This is an optimization exercise on Yosys and OpenROAD, whose aim is small area, a short achievable clock period and few clock cycles, not a production implementation.
In this exercise RTL edits were held to simulation tests only and were not proved equivalent to the original.
Power figures rest on the tool's default switching activity, not on a simulated workload.

Design s345_rx, start of the top module:
module s345_rx (
    input  wire         clk,
    input  wire         rst_n,
    input  wire [31:0]  cfg_sync_pattern,
    input  wire [5:0]   cfg_sync_width,
    input  wire [31:0]  cfg_est_num,
    input  wire [15:0]  cfg_est_den,
    input  wire [3:0]   cfg_ch_min,
    input  wire [3:0]   cfg_ch_max,
    input  wire [31:0]  cfg_chan_vendor,
    input  wire [63:0]  cfg_poly,
    input  wire [63:0]  cfg_fxor,
    input  wire [15:0]  cfg_plan_len,
    input  wire [319:0] cfg_plan,
    input  wire         in_valid,
    input  wire         in_level,
    output wire         in_ready,
    output reg          m_valid,
    output wire [1:0]   m_vendor,
    output wire [3:0]   m_channel,
    output wire         m_hdr_present,
    output wire [31:0]  m_header,
    output wire [31:0]  m_txid,
    output wire [7:0]   m_state,
    output reg  [15:0]  cnt_sync,
    output reg  [15:0]  cnt_man_err,
    output reg  [15:0]  cnt_chan_err,
    output reg  [15:0]  cnt_zero_txid,
    output reg  [15:0]  cnt_crc_err
);
==> flow/config.mk <==
export PLATFORM = sky130hd
export DESIGN_NAME = s345_rx
export DESIGN_NICKNAME = s345_rx
export VERILOG_FILES = /design/flow/design.v
export SDC_FILE = /design/flow/constraint.sdc
export NUM_CORES = 4
export LEC_CHECK = 0
export CAP_MARGIN = 20
export CORE_MARGIN = 2
export CORE_UTILIZATION = 55
export CTS_CLUSTER_DIAMETER = 100
export CTS_CLUSTER_SIZE = 20
export PLACE_DENSITY = 0.7
export SLEW_MARGIN = 20
==> flow/constraint.sdc <==
create_clock -name core_clock -period 36.0 [get_ports {clk}]
set_input_delay 7.2000 -clock core_clock [delete_from_list [all_inputs] [get_ports {clk}]]
set_output_delay 7.2000 -clock core_clock [all_outputs]
set_load 0.01 [all_outputs]
standard.sh (not shown) runs the stock make flow with config.mk's settings and CLKGATE_MAP_FILE= SYNTH_SCRIPT=/design/flow/synth_recipe.tcl, a recipe that flattens the netlist after the stock synthesis.
==> flow/flow/run.sh <==
#!/bin/bash
# The standard layout (the standard.sh: ORFS synthesis to finish), with
# one change: the buffers that placement puts on every input and output port
# are sky130_fd_sc_hd__buf_1 instead of the buffer ORFS picks by default
# (clkdlybuf4s50_1, a delay cell).
set -euo pipefail
bash standard.sh finish "BUFFER_PORTS_ARGS=-buffer_cell sky130_fd_sc_hd__buf_1" > standard.log 2>&1
Testbench counts at the start, summed over its fixed seeds: cycles 113,360.
==> next run, changes <==
--- a/flow/design.v
+++ b/flow/design.v
@@ -24,41 +24,44 @@
     output wire [7:0]   m_state,
     output reg  [15:0]  cnt_sync,
     output reg  [15:0]  cnt_man_err,
     output reg  [15:0]  cnt_chan_err,
     output reg  [15:0]  cnt_zero_txid,
     output reg  [15:0]  cnt_crc_err
 );
+    reg  [31:0] smask_c;     
+    integer ic;
+    always @* begin
+        for (ic = 0; ic < 32; ic = ic + 1)
+            smask_c[ic] = (ic < cfg_sync_width);
+    end
     localparam [2:0] S_SYNC = 3'd0, S_CH = 3'd1, S_HDR = 3'd2, S_TX = 3'd3,
                      S_ST = 3'd4, S_CRC = 3'd5;
     assign in_ready = 1'b1;
     reg  [31:0] e_num;
     reg  [15:0] e_den;
     reg  [5:0]  sw;          
+    reg  [4:0]  w_m1;        
     reg  [4:0]  w_m2;        
     reg         rst_r;       
+    reg  [4:0]  be;          
+    wire [4:0]  v_dl = sw[4:0] - 5'd3;      
+    wire        b14  = (v_dl >= 5'd16);
+    wire [4:0]  v_lo = b14 ? v_dl - 5'd14 : v_dl;
     reg  [31:0] pat;         
-    reg  [31:0] smask_c;     
-    integer ic;
-    always @* begin
-        for (ic = 0; ic < 32; ic = ic + 1)
-            smask_c[ic] = (ic < cfg_sync_width);
-    end
     always @(posedge clk) begin
+        pat   <= cfg_sync_pattern & smask_c;
         e_num <= cfg_est_num;
         e_den <= cfg_est_den;
         sw    <= cfg_sync_width;
+        w_m1  <= sw[4:0] - 5'd2;
         w_m2  <= sw[4:0] - 5'd3;
         rst_r <= rst_n;
-        pat   <= cfg_sync_pattern & smask_c;
+        be    <= {b14, v_lo[3:0]};
     end
-    wire [4:0]  w_m1 = sw[4:0] - 5'd2;      
-    wire        b14  = (w_m2 >= 5'd16);
-    wire [4:0]  v_lo = b14 ? w_m2 - 5'd14 : w_m2;
-    wire [4:0]  be   = {b14, v_lo[3:0]};
     wire        rst = ~rst_r;
     reg         prev;
     reg  [15:0] c;
     reg  [15:0] h1;
     reg  [15:0] hd [0:28];   
     reg  [4:0]  ntr;         
     reg  [20:0] S;
@@ -83,15 +86,14 @@
     reg  [7:0]  sst;
     reg         pm1, pm2;    
     reg         pz0, pz1;    
     reg         cp_ok;       
     reg  [1:0]  vdc0, vdc1;  
     reg         e0c0, e0c1;  
     reg         ne_crc;      
-    reg  [8:0]  ne;          
     reg  [1:0]  vend_o;      
     assign m_vendor      = vend_o;
     assign m_channel     = chan;
     assign m_hdr_present = hdr;
     assign m_header      = header;
     assign m_txid        = txid;
     assign m_state       = sst;
@@ -134,14 +136,15 @@
     wire is_sync = (st == S_SYNC);
     wire fld     = (st == S_CH) | (st == S_HDR) | (st == S_TX) | (st == S_ST) | (st == S_CRC);
     wire m0      = b ? pz1 : pz0;
     wire [15:0] poly_v = cfg_poly[vend * 16 +: 16];
     wire [15:0] crc_p  = {crc[14:0], b} ^ (crc[15] ? poly_v : 16'd0);
     wire        tz     = (txid[30:0] == 31'd0) & ~b;
     wire [3:0]  idx1   = {1'b0, idx} + 4'd1;
+    wire [9:0]  ne     = cfg_plan[{vend, idx1[2:0]} * 10 +: 10];
     wire [1:0]  vd_ch  = b ? vdc1 : vdc0;
     wire [9:0]  e0     = cfg_plan[vd_ch * 80 +: 10];
     wire        e0_crc = b ? e0c1 : e0c0;
     reg         ev_sync, ev_chan, ev_zero, ev_chk;
     reg  [2:0]  lo_n;
     reg  [1:0]  ev_man;
     reg  [2:0]  st_n;
@@ -293,15 +296,14 @@
         pz1    <= pz1_d;
         cp_ok  <= cpok_d;
         vdc0   <= vdc0_d;
         vdc1   <= vdc1_d;
         e0c0   <= (cfg_plan_len[vdc0_d * 4 +: 4] == 4'd0);
         e0c1   <= (cfg_plan_len[vdc1_d * 4 +: 4] == 4'd0);
         ne_crc <= !(idx1_d < cfg_plan_len[vend_d * 4 +: 4] && !idx1_d[3]);
-        ne     <= cfg_plan[{vend_d, idx1_d[2:0]} * 10 +: 9];
     end
     always @(posedge clk) begin
         prev <= rst ? 1'b0   : prev_d;
         sync <= rst ? 32'd0  : sync_d;
         st   <= rst ? S_SYNC : st_d;
         crc  <= crc_n;
         lo   <= lo_n;
Area after synthesis barely changes.
Core utilization falls by 0.50 points.
Setup slack degrades by 0.23 ns.
Fmax came out lower by 2.6%.
Routed wire length goes up by 8.4%.
Sequential share of layout area went down by 0.16 points.
Design area climbs by 0.35%.
Total power went up by 1.1%.
Via count rises by 2.5%.
Clock skew shrinks by 0.0032 ns.
Die area stays flat.
Testbench counts after the change, summed over its fixed seeds: cycles 113,360.

-- afterwards: timing with drivers on the ports --
How much do the figures lean on ideal ports? The routed layouts below were timed once more, with nothing changed but the port constraints.
Step 1 assumes that a clkbuf_16 drives the clock port and a buf_2 every other input.
Step 2, shift: input delay + t, output delay - t, t = (earliest + latest rising clock arrival at the registers) / 2. This alone moves slack from input paths to output paths.
Three values: ideal ports, drivers, drivers and shift; two values: the first two.
| run | shift t [ns] | setup slack, ns | worst hold slack (ns) | clock arrival spread, ns |
|---|---|---|---|---|
| the first run | 0.671 | 27.323 / 27.278 / 26.876 | 0.390 / 0.390 / 0.390 | 0.047 / 0.048 |
| the second run | 0.708 | 27.092 / 27.140 / 26.432 | 0.390 / 0.390 / 0.390 | 0.045 / 0.045 |
After both steps every run listed still meets setup and hold. The setup slack of the second run, which loses most, moves by +0.048 ns with the drivers and by -0.660 ns with both steps.
